Source: an optimization exercise on an open RTL-to-GDS flow (aim: a short achievable clock period and few clock cycles per item). Production flows keep margins and buffers that such runs may drop.
The RTL was checked by simulation tests, not by an equivalence proof against the original design.
No activity file was given, so power comes from the tool's default toggle rates.

## remimo_core
module remimo_core (
    input  wire        clk,
    input  wire        rst,         
    output wire        mem_req,
    output wire        mem_we,
    output wire [15:0] mem_addr,
    output wire [15:0] mem_wdata,
    input  wire        mem_ready,
    input  wire [15:0] mem_rdata,
    output wire        halted,
    output wire [1:0]  cause,       
    output wire [15:0] pc,
    output wire [15:0] r0,
    output wire [15:0] r1,
    output wire [15:0] r2,
    output wire [15:0] r3,
    output wire [3:0]  flags        
);
    localparam CAUSE_PC  = 2'd1;
    localparam CAUSE_OP  = 2'd2;
    localparam CAUSE_EA  = 2'd3;
    reg        halt_q;
    reg [1:0]  cause_q;
    reg [15:0] pc_q;                
    reg [15:0] fpc;                 
    reg [15:0] fpc1;                
    reg        req_q, we_q;         
    reg [15:0] addr_q;
    reg        lk_hit;
    reg [15:0] lk_tgt;
    reg [7:0]  lk_off;
    reg        irv;                 
    reg        ir_pcf;              
    reg [15:0] ir;
    reg [15:0] epc;                 
    reg [15:0] epc1;                
    reg [15:0] epc2;                
    reg [15:0] opa;                 
    reg [15:0] opb;                 
    reg [15:0] opx;                 
    reg [15:0] opm;                 
    reg        cin;                 
    reg        c_and, c_or, c_ar, c_sub, c_sh, c_mov, c_mem, c_st;
    reg        c_b, c_bc, c_bad, c_fl;
    reg [3:0]  c_we;                
    reg        dph;
    reg        ld_a, ld_b;          
    reg        dhit;                
    reg        p_seq;               
    reg        p_tok;               
    reg        dst;
    reg [3:0]  dwe;                 
    reg [15:0] ea;
    reg [15:0] wd;
    reg [15:0] x0, x1, x2, x3;
  ...
Size: roughly 6200 cells after synthesis, ~1300 flip-flops, roughly 140 I/O pins, roughly 0.067 mm^2 of cells after synthesis.
==> flow/config.mk <==
export PLATFORM = sky130hd
export DESIGN_NAME = remimo_core
export DESIGN_NICKNAME = remimo_core
export VERILOG_FILES = /design/flow/design.v
export SDC_FILE = /design/flow/constraint.sdc
export NUM_CORES = 4
export LEC_CHECK = 0
export CAP_MARGIN = 20
export CORE_MARGIN = 2
export CORE_UTILIZATION = 40
export SETUP_SLACK_MARGIN = 4.0
export SLEW_MARGIN = 20
export TNS_END_PERCENT = 0
==> flow/constraint.sdc <==
create_clock -name core_clock -period 7.0 [get_ports {clk}]
set_input_delay 1.4000 -clock core_clock [delete_from_list [all_inputs] [get_ports {clk}]]
set_output_delay 1.4000 -clock core_clock [all_outputs]
set_load 0.01 [all_outputs]
run.sh (not shown) runs the stock make flow with config.mk's settings and CLKGATE_MAP_FILE= SYNTH_SCRIPT=/design/flow/synth_recipe.tcl, a recipe that flattens the netlist after the stock synthesis.
Testbench counts at the start, summed over its fixed seeds: cycles 110,577, instrs 103,265.
==> next run, changes <==
--- a/flow/config.mk
+++ b/flow/config.mk
@@ -10,3 +10,4 @@
 export CORE_UTILIZATION = 40
-export SETUP_SLACK_MARGIN = 4.0
+export PLACE_DENSITY = 0.7
+export SETUP_SLACK_MARGIN = 5.0
 export SLEW_MARGIN = 20
The new run completed with no timing, DRC or antenna violations.
Setup slack degrades by 92 ps.
Utilization goes down by 0.65 points.
Cell area goes down slightly.
Via count goes up slightly.
Non-clock buffer count goes down by 56.
==> next run, changes <==
--- a/flow/config.mk
+++ b/flow/config.mk
@@ -10,3 +10,2 @@
 export CORE_UTILIZATION = 40
-export PLACE_DENSITY = 0.7
 export SETUP_SLACK_MARGIN = 5.0
After rerunning: Synthesized cell count does not change; design area rises by a few percent; combinational power rises by a little under a tenth; global-route usage rises by 0.69 points; power rises by a few percent; worst hold slack loses 12 ps; worst setup slack gains 130 ps; first-iteration DRC count falls slightly.
==> next run, changes <==
--- a/flow/config.mk
+++ b/flow/config.mk
@@ -9,3 +9,3 @@
 export CORE_MARGIN = 2
-export CORE_UTILIZATION = 40
+export CORE_UTILIZATION = 30
 export SETUP_SLACK_MARGIN = 5.0
After rerunning: Die area rose by 33%. Worst hold slack gets better by 10 ps. Setup slack gets better by 23 ps.
==> next run, changes <==
--- a/flow/config.mk
+++ b/flow/config.mk
@@ -9,5 +9,4 @@
 export CORE_MARGIN = 2
-export CORE_UTILIZATION = 30
+export CORE_UTILIZATION = 40
 export SETUP_SLACK_MARGIN = 5.0
 export SLEW_MARGIN = 20
-export TNS_END_PERCENT = 0
What happened: The changed run completed without violations. Sequential share of layout area drops by 6.8 points. Routed wire length climbs by about a fifth. Area after synthesis is unchanged. Setup slack degrades by 47 ps. Flip-flop and latch count stays the same. Non-clock buffer count rose by 674. Utilization grows by 22 points. Power grows by about a fifth. First-iteration DRC count climbs by well over a third. Worst hold slack improved by 14 ps.

port drivers added, routing unchanged:
How much do the figures lean on ideal ports? The routed layouts below were timed once more, with nothing changed but the port constraints. Step 1, drivers: a clkbuf_16 drives clk and a buf_2 each remaining input, both assumed. Step 2 moves the port delays by t, midway between the first and last clock arrival at a register: inputs arrive t later, outputs are due t later. That takes back most of the time a late clock gives input paths. Three values: ideal ports, drivers, drivers and shift; two values: the first two.
run	t (ns)	setup slack, ns	worst setup path at the end	clock arrival spread, ns	pins driven straight from the clock port
the first run	0.878	3.424 / 3.424 / 2.624	input to register	0.053 / 0.052	1
the second run	0.888	3.331 / 3.248 / 2.360	input to register	0.044 / 0.044	1
the third run	0.879	3.460 / 3.346 / 2.467	input to register	0.056 / 0.056	1
the fourth run	0.903	3.483 / 3.375 / 2.472	input to register	0.069 / 0.069	1
the fifth run	0.889	3.436 / 3.353 / 2.463	input to register	0.055 / 0.055	1
After both steps setup and hold are still met in every run listed. For the fourth run, which loses most, drivers alone change the setup slack by -0.108 ns; drivers and shift together by -1.011 ns.
